Context: an optimization exercise on an open-source flow, tuned for small area, a short achievable clock period and few clock cycles per item. The choices shown serve that exercise and are no tape-out recipe.
For this run, only the layout was checked, not whether the RTL still works.
Power and IR drop assume default switching activity.

`run.sh`:
```
#!/bin/bash
# synth_recipe.tcl (not shown) runs the flow's synth.tcl, then flattens the netlist and writes it again
# the make line also repeats each setting of config.mk as NAME=value (left out here)
make -C /OpenROAD-flow-scripts/flow DESIGN_CONFIG=/design/flow/config.mk WORK_HOME=/design/flow/orfs CLKGATE_MAP_FILE= SYNTH_SCRIPT=/design/flow/synth_recipe.tcl finish
```
`config.mk`:
```
export PLATFORM = sky130hd
export DESIGN_NAME = wgdos_unpack_row
export DESIGN_NICKNAME = wgdos_unpack_row
export VERILOG_FILES = /design/flow/design.v
export SDC_FILE = /design/flow/constraint.sdc
export NUM_CORES = 4
export LEC_CHECK = 0
export CAP_MARGIN = 20
export CORE_MARGIN = 2
export CORE_UTILIZATION = 25
export SETUP_SLACK_MARGIN = 2
export SLEW_MARGIN = 20
```
`constraint.sdc`:
```
create_clock -name core_clock -period 55.0 [get_ports {clk}]
set_input_delay 11.0000 -clock core_clock [delete_from_list [all_inputs] [get_ports {clk}]]
set_output_delay 11.0000 -clock core_clock [all_outputs]
set_load 0.01 [all_outputs]
```
`design.v`:
```
module wgdos_zc128 #(parameter TRAIL = 0) (
    input  wire [127:0] x,
    output wire [7:0]   n
);
    wire [63:0]  v1; wire [63:0]  c1;
    wire [31:0]  v2; wire [63:0]  c2;
    wire [15:0]  v3; wire [47:0]  c3;
    wire [7:0]   v4; wire [31:0]  c4;
    wire [3:0]   v5; wire [19:0]  c5;
    wire [1:0]   v6; wire [11:0]  c6;
    wire         v7; wire [6:0]   c7;
    genvar i;
    generate
        for (i = 0; i < 64; i = i + 1) begin : l1
            wire hi = x[2*i+1], lo = x[2*i];
            assign v1[i] = hi | lo;
            assign c1[i] = TRAIL ? ~lo : ~hi;
        end
        for (i = 0; i < 32; i = i + 1) begin : l2
            wire vh = v1[2*i+1], vl = v1[2*i];
            wire p = TRAIL ? vl : vh;
            assign v2[i] = vh | vl;
            assign c2[2*i+1:2*i] = TRAIL ? (vl ? {1'b0, c1[2*i]} : {1'b1, c1[2*i+1]})
                                         : (vh ? {1'b0, c1[2*i+1]} : {1'b1, c1[2*i]});
        end
        for (i = 0; i < 16; i = i + 1) begin : l3
            wire vh = v2[2*i+1], vl = v2[2*i];
            assign v3[i] = vh | vl;
            assign c3[3*i+2:3*i] = TRAIL ? (vl ? {1'b0, c2[4*i+1:4*i]} : {1'b1, c2[4*i+3:4*i+2]})
                                         : (vh ? {1'b0, c2[4*i+3:4*i+2]} : {1'b1, c2[4*i+1:4*i]});
        end
        for (i = 0; i < 8; i = i + 1) begin : l4
            wire vh = v3[2*i+1], vl = v3[2*i];
            assign v4[i] = vh | vl;
            assign c4[4*i+3:4*i] = TRAIL ? (vl ? {1'b0, c3[6*i+2:6*i]} : {1'b1, c3[6*i+5:6*i+3]})
                                         : (vh ? {1'b0, c3[6*i+5:6*i+3]} : {1'b1, c3[6*i+2:6*i]});
        end
        for (i = 0; i < 4; i = i + 1) begin : l5
            wire vh = v4[2*i+1], vl = v4[2*i];
            assign v5[i] = vh | vl;
            assign c5[5*i+4:5*i] = TRAIL ? (vl ? {1'b0, c4[8*i+3:8*i]} : {1'b1, c4[8*i+7:8*i+4]})
                                         : (vh ? {1'b0, c4[8*i+7:8*i+4]} : {1'b1, c4[8*i+3:8*i]});
        end
        for (i = 0; i < 2; i = i + 1) begin : l6
            wire vh = v5[2*i+1], vl = v5[2*i];
            assign v6[i] = vh | vl;
            assign c6[6*i+5:6*i] = TRAIL ? (vl ? {1'b0, c5[10*i+4:10*i]} : {1'b1, c5[10*i+9:10*i+5]})
                                         : (vh ? {1'b0, c5[10*i+9:10*i+5]} : {1'b1, c5[10*i+4:10*i]});
        end
    endgenerate
    assign v7 = v6[1] | v6[0];
    assign c7 = TRAIL ? (v6[0] ? {1'b0, c6[5:0]} : {1'b1, c6[11:6]})
                      : (v6[1] ? {1'b0, c6[11:6]} : {1'b1, c6[5:0]});
    assign n  = v7 ? {1'b0, c7} : 8'd128;
endmodule
module wgdos_norm (
    input  wire [86:0]        s,
    input  wire               sgn,
    input  wire signed [13:0] fb,
    input  wire signed [6:0]  qs,
    output wire [63:0]        y
);
    wire [7:0] lz, tz;
    wgdos_zc128 #(.TRAIL(0)) u_lz (.x({s, 41'd0}), .n(lz));
    wgdos_zc128 #(.TRAIL(1)) u_tz (.x({41'd0, s}), .n(tz));
    wire        s_zero = lz[7];                                 
    wire signed [8:0] m52 = 9'sd34 - $signed({1'b0, lz});       
    wire        nrm    = (m52 >= $signed({{2{qs[6]}}, qs}));
    wire signed [8:0] rsh = nrm ? m52 : $signed({{2{qs[6]}}, qs});
    wire [6:0]  sh2    = rsh[6:0] + 7'd52;                        
    wire [139:0] sx = {s, 53'd0};
    wire [139:0] v  = sx >> sh2;
    wire [52:0]  mant = v[53:1];
    wire         g    = v[0];
    wire signed [8:0] tzs = $signed({1'b0, tz});
    wire         st   = (tzs <= rsh - 9'sd2);
    wire         rnd  = g & (st | mant[0]);
    wire signed [14:0] eo = $signed({fb[13], fb}) + $signed({{6{m52[8]}}, m52}) + 15'sd1;
    wire [11:0]  ef   = nrm ? eo[11:0] : 12'd0;
    wire [63:0]  mag  = {ef, mant[51:0]} + {63'd0, rnd};
    wire         ovf  = (mag[63:52] >= 12'h7FF);
    assign y = s_zero ? 64'd0 :
               ovf    ? 64'h7FF0000000000000 :
                        {sgn, mag[62:0]};
endmodule
module wgdos_unpack_row (
    input  wire        clk,
    input  wire        rst,             
    input  wire        cmd_valid,
    output wire        cmd_ready,
    input  wire [31:0] cmd_cols,        
    input  wire [31:0] cmd_avail,       
    input  wire [31:0] cmd_e,           
    input  wire [63:0] cmd_mdi,         
    input  wire        in_valid,
    output wire        in_ready,
    input  wire [63:0] in_data,
    output wire        out_valid,
    input  wire        out_ready,
    output wire [63:0] out_data,
    output wire        done,
    output wire [7:0]  done_status,
    output wire [7:0]  done_kind,
    output wire [31:0] done_words
);
    localparam [2:0] F_IDLE  = 3'd0;
    localparam [2:0] F_ERR   = 3'd1;
    localparam [2:0] F_DESC  = 3'd2;
    localparam [2:0] F_CHK   = 3'd3;
    localparam [2:0] F_BASE  = 3'd4;
    localparam [2:0] F_DERIV = 3'd5;
    localparam [2:0] F_ADJ   = 3'd6;
    localparam [2:0] F_EMIT  = 3'd7;
    localparam [1:0] K_MISSING  = 2'd1;
    localparam [1:0] K_CONSTANT = 2'd2;
    localparam [1:0] K_NORMAL   = 2'd3;
    localparam [1:0] R_NONE = 2'd0;     
    localparam [1:0] R_BASE = 2'd1;     
    localparam [1:0] R_ZERO = 2'd2;     
    localparam [1:0] R_INF  = 2'd3;     
    reg  [2:0]  st;
    reg  [30:0] left;                   
    reg  [31:0] avail_r;
    reg  [11:0] e_r;                    
    reg  [63:0] mdi_r;
    reg  [1:0]  kind_r;
    reg  [4:0]  b_r;
    reg  [63:0] base_r;
    reg  [29:0] wleft;                  
    reg  [2:0]  err_s;                  
    reg         err_w;                  
    reg  [63:0] w0, w1;
    reg         v0, v1;
    reg  [6:0]  sa;                     
    reg  [84:0] bw;                     
    reg  [5:0]  p_r;                    
    reg         sgn_r;                  
    reg  [1:0]  rmode;
    reg  signed [13:0] fb_r;
    reg  signed [6:0]  qs_r;
    reg  [5:0]  adj_n;                  
    reg         adj_l;                  
    reg         s_v, s_last, s_raw, s_sgn;
    reg  [86:0] s_sum;
    reg         o_v, o_last;
    reg  [63:0] o_d;
    reg         done_r;
    reg         dbusy;                  
    reg         ipend;                  
    reg  [2:0]  d_status;
    reg  [1:0]  d_kind;
    reg  [31:0] d_words;
    wire fetch_st  = (st == F_DERIV) || (st == F_ADJ) || (st == F_EMIT);
    wire want_word = fetch_st && (kind_r == K_NORMAL) && (wleft != 30'd0) && !(v0 && v1);
    assign cmd_ready = (st == F_IDLE) && !ipend;
    assign in_ready  = (st == F_DESC) || (st == F_BASE) || want_word;
    assign out_valid = o_v;
    assign out_data  = o_d;
    assign done        = done_r;
    assign done_status = {5'd0, d_status};
    assign done_kind   = {6'd0, d_kind};
    assign done_words  = d_words;
    wire cmd_fire = cmd_valid && cmd_ready;
    wire in_fire  = in_valid && in_ready;
    wire o_fire    = o_v && out_ready;
    wire o_load_ok = !o_v || (out_ready && !o_last);
    wire s_adv     = s_v && o_load_ok;
    wire s_load_ok = !s_v || o_load_ok;
    wire wr_ok = !dbusy || done_r;
    wire [7:0]  d_kind_f  = in_data[63:56];
    wire [7:0]  d_width   = in_data[55:48];
    wire        d_rsvd0   = (in_data[47:0] == 48'd0);
    wire        d_wzero   = (d_width == 8'd0);
    wire        d_is_miss = d_rsvd0 && d_wzero && (d_kind_f == 8'd1);
    wire        d_is_const= d_rsvd0 && d_wzero && (d_kind_f == 8'd2);
    wire        d_is_norm = d_rsvd0 && !d_wzero && (d_width[7:5] == 3'd0) &&
                            (d_width[4:0] != 5'd0) && (d_kind_f == 8'd3);
    wire [35:0] n_bits  = left * b_r;
    wire [29:0] n_code  = n_bits[35:6] + {29'd0, (n_bits[5:0] != 6'd0)};
    wire [31:0] n_words = {2'd0, n_code} + 32'd2;
    wire        n_trunc = (n_words > avail_r);
    wire [10:0] eb_f   = base_r[62:52];
    wire        b_fin  = !(&eb_f);
    wire        b_zero = (base_r[62:0] == 63'd0);
    wire signed [13:0] eb_s = $signed({3'd0, (eb_f == 11'd0) ? 11'd1 : eb_f}) - 14'sd1075;
    wire signed [13:0] e_s  = {{2{e_r[11]}}, e_r};
    wire signed [13:0] dd   = e_s - eb_s;
    wire        d_lo   = (dd < -14'sd3);
    wire        d_hi   = (dd > 14'sd52);
    wire [5:0]  p_new  = d_lo ? 6'd0 : d_hi ? 6'd55 : (dd[5:0] + 6'd3);
    wire signed [13:0] u_new  = e_s - $signed({8'd0, p_new});
    wire signed [13:0] fb_new = u_new + 14'sd1074;
    wire signed [13:0] nfb    = -fb_new;
    wire signed [6:0]  qs_new = (nfb < -14'sd53) ? -7'sd53 : (nfb > 14'sd63) ? 7'sd63 : nfb[6:0];
    wire [1:0]  rm_new = !b_fin ? R_BASE :
                         (e_s >= 14'sd1025) ? R_INF :
                         (dd <= -14'sd33) ? (b_zero ? R_ZERO : R_BASE) : R_NONE;
    wire signed [13:0] nl = -14'sd3 - dd;             
    wire signed [13:0] nr = dd - 14'sd52;             
    wire [5:0]  adj_new = d_lo ? nl[5:0] : (d_hi ? ((nr > 14'sd63) ? 6'd63 : nr[5:0]) : 6'd0);
    wire [127:0] wcat  = {w0, w1};
    wire [127:0] wsh   = wcat >> sa;
    wire [30:0]  codew = wsh[30:0];
    wire [30:0]  kmask = ~(31'h7FFFFFFF << b_r);
    wire [30:0]  k     = codew & kmask;
    wire         miss  = &(codew | ~kmask);
    wire         kz    = (k == 31'd0);
    wire         norm_row = (kind_r == K_NORMAL);
    wire         can_ext  = !norm_row || (v0 && (sa[6] || v1));
    wire         ext      = (st == F_EMIT) && can_ext && s_load_ok;
    wire         row_end  = ext && (left == 31'd1);
    wire [85:0]  kw   = {55'd0, k} << p_r;
    wire [87:0]  bop  = sgn_r ? ~{3'd0, bw} : {3'd0, bw};
    wire [87:0]  tsum = {2'd0, kw} + bop + {87'd0, sgn_r};
    wire         tneg = tsum[87];
    wire [86:0]  smag = tneg ? (~tsum[86:0] + 87'd1) : tsum[86:0];
    wire         c_mdi  = (kind_r == K_MISSING) || (norm_row && miss);
    wire         c_base = (kind_r == K_CONSTANT) || kz || (rmode == R_BASE);
    wire         c_raw  = !norm_row || miss || kz || (rmode != R_NONE);
    wire [63:0]  rawv   = c_mdi  ? mdi_r :
                          c_base ? base_r :
                          (rmode == R_ZERO) ? 64'd0 : 64'h7FF0000000000000;
    wire [63:0] ny;
    wgdos_norm u_norm (
        .s   (s_sum),
        .sgn (s_sgn),
        .fb  (fb_r),
        .qs  (qs_r),
        .y   (ny)
    );
    always @(posedge clk) begin
        if (rst) begin
            o_v <= 1'b0;
        end else if (s_adv) begin
            o_v    <= 1'b1;
            o_last <= s_last;
            o_d    <= s_raw ? s_sum[63:0] : ny;
        end else if (o_fire) begin
            o_v <= 1'b0;
        end
    end
    always @(posedge clk) begin
        if (rst) begin
            s_v <= 1'b0;
        end else if (ext) begin
            s_v    <= 1'b1;
            s_last <= (left == 31'd1);
            s_raw  <= c_raw;
            s_sgn  <= tneg;
            s_sum  <= c_raw ? {23'd0, rawv} : smag;
        end else if (s_adv) begin
            s_v <= 1'b0;
        end
    end
    wire err_wr  = (st == F_ERR) && wr_ok;
    wire chk_wr  = (st == F_CHK) && !n_trunc && wr_ok;
    wire ip_wr   = ipend && wr_ok;
    always @(posedge clk) begin
        if (rst) begin
            done_r <= 1'b0;
            dbusy  <= 1'b0;
        end else begin
            done_r <= (o_fire && o_last) || err_wr;
            dbusy  <= err_wr || chk_wr || ip_wr || (dbusy && !done_r);
        end
        if (err_wr) begin
            d_status <= err_s;
            d_kind   <= 2'd0;
            d_words  <= {31'd0, err_w};
        end else if (chk_wr) begin
            d_status <= 3'd0;
            d_kind   <= K_NORMAL;
            d_words  <= n_words;
        end else if (ip_wr) begin
            d_status <= 3'd0;
            d_kind   <= kind_r;
            d_words  <= {30'd0, kind_r};
        end
    end
    wire pop = ext && norm_row && (sa <= 7'd64);
    wire wf  = in_fire && fetch_st;
    always @(posedge clk) begin
        if (rst) begin
            st    <= F_IDLE;
            ipend <= 1'b0;
            v0    <= 1'b0;
            v1    <= 1'b0;
        end else begin
            if (ip_wr)
                ipend <= 1'b0;
            if (row_end) begin
                v0 <= 1'b0;
                v1 <= 1'b0;
            end else if (pop) begin
                if (wf) begin
                    w0 <= in_data;
                    v0 <= 1'b1;
                end else begin
                    w0 <= w1;
                    v0 <= v1;
                end
                v1 <= 1'b0;
            end else if (wf) begin
                if (!v0) begin
                    w0 <= in_data;
                    v0 <= 1'b1;
                end else begin
                    w1 <= in_data;
                    v1 <= 1'b1;
                end
            end
            if (wf)
                wleft <= wleft - 30'd1;
            if (ext) begin
                left <= left - 31'd1;
                sa   <= sa - {2'd0, b_r} + (pop ? 7'd64 : 7'd0);
            end
            case (st)
                F_IDLE: begin
                    if (cmd_fire) begin
                        left    <= cmd_cols[30:0];
                        avail_r <= cmd_avail;
                        mdi_r   <= cmd_mdi;
                        e_r     <= (cmd_e[31:11] == 21'h000000 || cmd_e[31:11] == 21'h1FFFFF) ? cmd_e[11:0] :
                                   (cmd_e[31] ? 12'h800 : 12'h7FF);
                        if (cmd_cols[31] || (cmd_cols[30:0] == 31'd0)) begin
                            err_s <= 3'd3;
                            err_w <= 1'b0;
                            st    <= F_ERR;
                        end else if (cmd_avail == 32'd0) begin
                            err_s <= 3'd5;
                            err_w <= 1'b0;
                            st    <= F_ERR;
                        end else begin
                            st    <= F_DESC;
                        end
                    end
                end
                F_ERR: begin
                    if (wr_ok)
                        st <= F_IDLE;
                end
                F_DESC: begin
                    if (in_fire) begin
                        b_r <= d_width[4:0];
                        err_w <= 1'b1;
                        if (d_is_miss) begin
                            kind_r <= K_MISSING;
                            ipend  <= 1'b1;
                            st     <= F_EMIT;
                        end else if (d_is_const) begin
                            kind_r <= K_CONSTANT;
                            if (avail_r < 32'd2) begin
                                err_s <= 3'd5;
                                st    <= F_ERR;
                            end else begin
                                st    <= F_BASE;
                            end
                        end else if (d_is_norm) begin
                            kind_r <= K_NORMAL;
                            st     <= F_CHK;
                        end else begin
                            err_s <= 3'd6;
                            st    <= F_ERR;
                        end
                    end
                end
                F_CHK: begin
                    wleft <= n_code;
                    sa    <= 7'd128 - {2'd0, b_r};
                    if (n_trunc) begin
                        err_s <= 3'd5;
                        st    <= F_ERR;
                    end else if (wr_ok) begin
                        st    <= F_BASE;
                    end
                end
                F_BASE: begin
                    if (in_fire) begin
                        base_r <= in_data;
                        bw     <= {29'd0, (in_data[62:52] != 11'd0), in_data[51:0], 3'd0};
                        if (kind_r == K_CONSTANT) begin
                            ipend <= 1'b1;
                            st    <= F_EMIT;
                        end else begin
                            st    <= F_DERIV;
                        end
                    end
                end
                F_DERIV: begin
                    if (!s_v) begin
                        p_r   <= p_new;
                        sgn_r <= base_r[63];
                        rmode <= rm_new;
                        fb_r  <= fb_new;
                        qs_r  <= qs_new;
                        adj_n <= adj_new;
                        adj_l <= d_lo;
                        st    <= ((rm_new != R_NONE) || (adj_new == 6'd0)) ? F_EMIT : F_ADJ;
                    end
                end
                F_ADJ: begin
                    begin
                        adj_n <= adj_n - 6'd1;
                        if (adj_n == 6'd1)
                            st <= F_EMIT;
                        if (adj_l)
                            bw <= {bw[83:0], 1'b0};
                        else
                            bw <= {1'b0, bw[84:2], bw[1] | bw[0]};
                    end
                end
                default: begin  
                    if (row_end)
                        st <= F_IDLE;
                end
            endcase
        end
    end
endmodule
```
==> notes.md <==
[power groups by stage]
stage | logic [mW] | clock network (mW) | registers (mW)
3_5_place_dp | 1.22 | 0 | 0.665
5_1_grt | 1.37 | 0.601 | 0.658
6_report | 1.22 | 0.572 | 0.655
4_1_cts | 1.23 | 0.584 | 0.654
2_1_floorplan | 0.832 | 0 | 0.651
3_3_place_gp | 1.21 | 0 | 0.665
[registers in the layout (all words and copies together), names as in the netlist, 30 cells and up]
signal   count
o_d         64
mdi_r       64
wleft       30
w1          64
d_words     31
s_sum       87
avail_r     32
base_r      64
left        31
bw          85
w0          64
[metrics by stage]
stage                     hold slack [ns]  std cells
after CTS                          0.3972      11817
after global placement             0.4108      11666
final                              0.4049      11824
after global routing               0.4220      11822
after floorplan                    0.4003       8102
after detailed placement           0.4214      11666
[worst reg2reg max path: cells and delay by family, from the launching register on]
kind | cells | cell delay (ns)
AND/OR/NAND/NOR | 12 | 5.23
AO/OA/AOI/OAI | 10 | 3.33
buffers and inverters | 6 | 2.89
multiplexers | 3 | 1.30
flip-flops | 1 | 0.53
adder cells (fa/ha/maj) | 2 | 0.47
[kinds of logic (layout without fill, tap and decap cells)]
family	Yosys count	after routing	share of synthesized area, %
xor gates and xnor gates	498	498	6.280
AOI/OAI and AO/OA	2028	2028	19.21
and+or+nand+nor	2797	2797	18.87
other	1	19	0.005355
muxes	774	774	13.20
buffers and inverters	942	933	5.761
DFF	700	700	29.42
adders and majority gates	351	351	7.258
[path summary, 6_finish.rpt]
| check | endpoint | cells past startpoint | slack (ns) |
|---|---|---|---|
| worst min register to register | o_last | 0 | 0.40 |
| worst min-delay path | o_last | 0 | 0.40 |
| worst max-delay path | in_ready | 11 | 39.40 |
| worst max register to register | o_d[20] | 33 | 40.94 |
[cell type report]
cell class	instances	area, µm²	area share, %
Multi-Input combinational cell	6460	45620	57.71
Timing Repair Buffer	433	4094	5.179
Inverter	349	1330	1.683
Sequential cell	700	20600	26.06
Tap cell	3724	4659	5.895
Antenna cell	7	17.52	0.02216
Clock buffer	104	2133	2.699
Clock inverter	47	593.1	0.7503
[metal layers]
layer | up-vias | wire, µm | share of wire [%] | GRT usage (%)
li1 | 29636 | - | - | -
met1 | 31145 | 121700 | 42 | 26.43
met2 | 3482 | 122000 | 42 | 28.72
met3 | 619 | 29600 | 10 | 4.791
met4 | 6 | 18290 | 6.3 | 10.52
met5 | - | 48 | 0.016 | 0
[synthesized netlist by cell type (all sizes together) (190+ instances only)]
| library cell | number |
|---|---|
| nor3 | 199 |
| nor2 | 815 |
| mux2i | 515 |
| clkbuf | 366 |
| inv | 340 |
| nand3 | 190 |
| nand2 | 846 |
| o21ai | 437 |
| a21oi | 549 |
| ha | 259 |
| xor2 | 245 |
| xnor2 | 252 |
| buf | 223 |
| edfxtp | 658 |
==> metrics.sh <==
DIE_H_UM=533.3
CRITICAL-PATH-SLOWEST-CELL='clkdlybuf4s50_1'
POSTCTSSETUPBUFFERS=0
DRV.MAX_CAP_VIOLATION_COUNT=0
SYNTH.AVG_CELL_AREA_UM2=8.655
VIAS=64888
INITIAL_CORE_UTIL_PCT=25.11
FINAL_NET_COUNT=8605
YS.WARNINGS.COUNT=2
CTS.HTREE.LEVELS=3
GLOBALROUTEOVERFLOWTOTAL=0
REPORT.FINAL.SLEW_VIOL_COUNT=0
SYNTHDOMINANTAREACELLTYPE='edfxtp_1'
CTS.ROOT.BUFFER_CELL='clkbuf_16'
SEQUENTIAL_POWER_SHARE_PCT=26.8
POST-ROUTE-PERIOD-UTIL_PCT=28.36
PLACE.PORT_BUFFERS=332
SEQ_TOTAL_AREA_YOSYS_PCT=29.42
ASYNC_FLOP_SHARE_PCT=0
INSERTION_DELAY_NS=0.75
VIAS_PER_CELL=5.488
ROWS=194
HOLD_PATH.CLASS='register to register'
TYPE_OF_THE_WORST_SETUP_PATH='register to primary output'
CPPEAKSTAGEDELAY_NS=0.58
NETLIST-CELL-TYPE-COUNT=121
TIMING.HOLD.WORST.START='s_last'
YOSYSTOPAREACELLSHARE_PCT=28.22
FP.DIEW_UM=533.3
SYNTH_ENABLE_FLOP_CELLS=658
AREAGROWTHSYNTHTOFINISH_PCT=12.88
YS_FF_LATCH=700
POWER_SWITCHING_mW=1.049
DP_HPWL_MM=231.6
SKEW_NS=0.04381
TIMING.RR.START='s_sum[75]'
INSTANCE_AREA_AT_PLACEMENT_UM2=76300
CRITPATHCAPTURETYPE='primary output'
SYN-CELL-AREA_UM2=70030
PLACEABLE_AREA_UM2=278900
CELL_INTERNAL_PWR_mW=1.398
POSTSYNTHCELLCOUNT=8091
CRITICAL_PATH.STARTPOINT_TYPE='register'
CTS_RESIZED=0
POST_ROUTE_CELLS_DRIVE_ABOVE_1_SHARE_PCT=8.217
COMMONEST_NON_FILL_NON_TAP_CELLS_IN_THE_LAYOUT='nand2_1 (843), nor2_1 (805), edfxtp_1 (658), a21oi_1 (545), mux2i_1 (514)'
NUMBER_OF_BUFFER_AND_INVERTER_INSTANCES_ALONG_THE_WORST_SETUP_PATH=2
TIMING.FINAL.HOLD_VIOLATIONS=0
CTS_TREE='built'
GP_CONGESTION=1.035
GRT_START_MAX_NET_PINS=145
DIE_AREA_UM2=284400
CLK_TRANSITION_REPORTED_PATHS_NS=0.07
LEADING_CELL_TYPES_BY_TOTAL_AREA_AFTER_SYNTHESIS='edfxtp_1 (28%), mux2i_1 (7.3%), ha_1 (4.6%)'
DRT_ITER0_MARKERS=8699
REMAINING_DRC_ERRORS=0
LEAKAGE_nW=30.08
WORST_PIN_SLEW_NS=1.201
IOS=345
PRE_CTS_WS_NS=40.11
MAXCLOCKFREQUENCY_GHz=0.06411
CTS.HOLD.BUFFERS_ADDED=0
CP.ARRIVAL_NS=4.60
VIAS_IN_THE_FIRST_GLOBAL_ROUTE=60058
CLK_PATH_BUF_DEPTH=3
ANTENNA_FOUND_INITIAL=12
PEAKVDDDROP_uV=56.26
CP_CELL_SEQUENCE='inv_1, ha_1, nand2_1, or3_1, nor4_1, nand2_1, or4_1, nand2b_1, o311ai_0, nand2_1, clkdlybuf4s50_1'
FIRST_PASS_GRT_WIRE_LENGTH_MM=419.4
GRT_USAGE_PCT=19.62
TOTAL_POWER_mW=2.447
MAX_SLEW_MARGIN_PCT=19.21
CTS_NUM_SINKS=700
GRT_SETUP_UNREPAIRED='false'
CTS_BUFFERS=81
CP_MAX_FO=5
CP.REQUIRED_NS=44.00
POST-ROUTE-MIN-PERIOD_NS=15.60
LAYOUT.CELLS.MOST_COMMON='nand2_1'
FIRST_PASS_ITERS=6
PREDOMINANT_POST_SYNTHESIS_FLOP_CELL='edfxtp_1'
WIRELENGTH_MM=291.7
ANT_NETS=0
TIMING.CRITICAL_PATH.FROM='wleft[0]'
OUTCOME='timing/DRC/antenna clean'
NFILLCELLS=29647
WORST_SLACK_NS=39.40
CORE_UTIL_FINAL_PCT=28.34
PWR-SHARE-COMB_PCT=49.9
POWER_SWITCHING_SHARE_PCT=42.85
CLKPWRFRAC_PCT=23.4
SETUP-TNS-FINAL_NS=0
CRIT_PATH_FREQUENT_CELL='nand2_1'
TIMING.CRITICAL_PATH.MAX_DELAY_FAMILY='simple AND/OR/NAND/NOR gates'
LAYOUT.CELL_AREA.NON_FILLER_UM2=79040
NUMBER_OF_SETUP_VIOLATIONS_IN_THE_FINAL_REPORT=0
P_PER_AREA_nW_PER_UM2=30.96
ROUTEDWLPERCELL_UM=24.67

port drivers added, routing unchanged:
No port has a modelled driver above. Below, the same layout with a new extraction and two added sets of constraints. Step 1 assumes that a clkbuf_16 drives the clock port and a buf_2 every other input. Step 2 times the ports against the registers' clock, not the clock port: input delays grow and output delays shrink by t, the midpoint of the rising clock arrivals with the driver on. Slacks: no drivers / after step 1 / after step 2; pairs: no drivers / after step 1.
shift t [ns]: 0.820
setup WS [ns]: 39.402 / 39.305 / 39.955
worst hold slack (ns): 0.405 / 0.405 / 0.405
worst setup path after step 2: input to register
cell pins on the clock port's net: 1
After both steps this run still meets setup and hold. For this run, drivers alone change the setup slack by -0.097 ns; drivers and shift together by +0.553 ns.
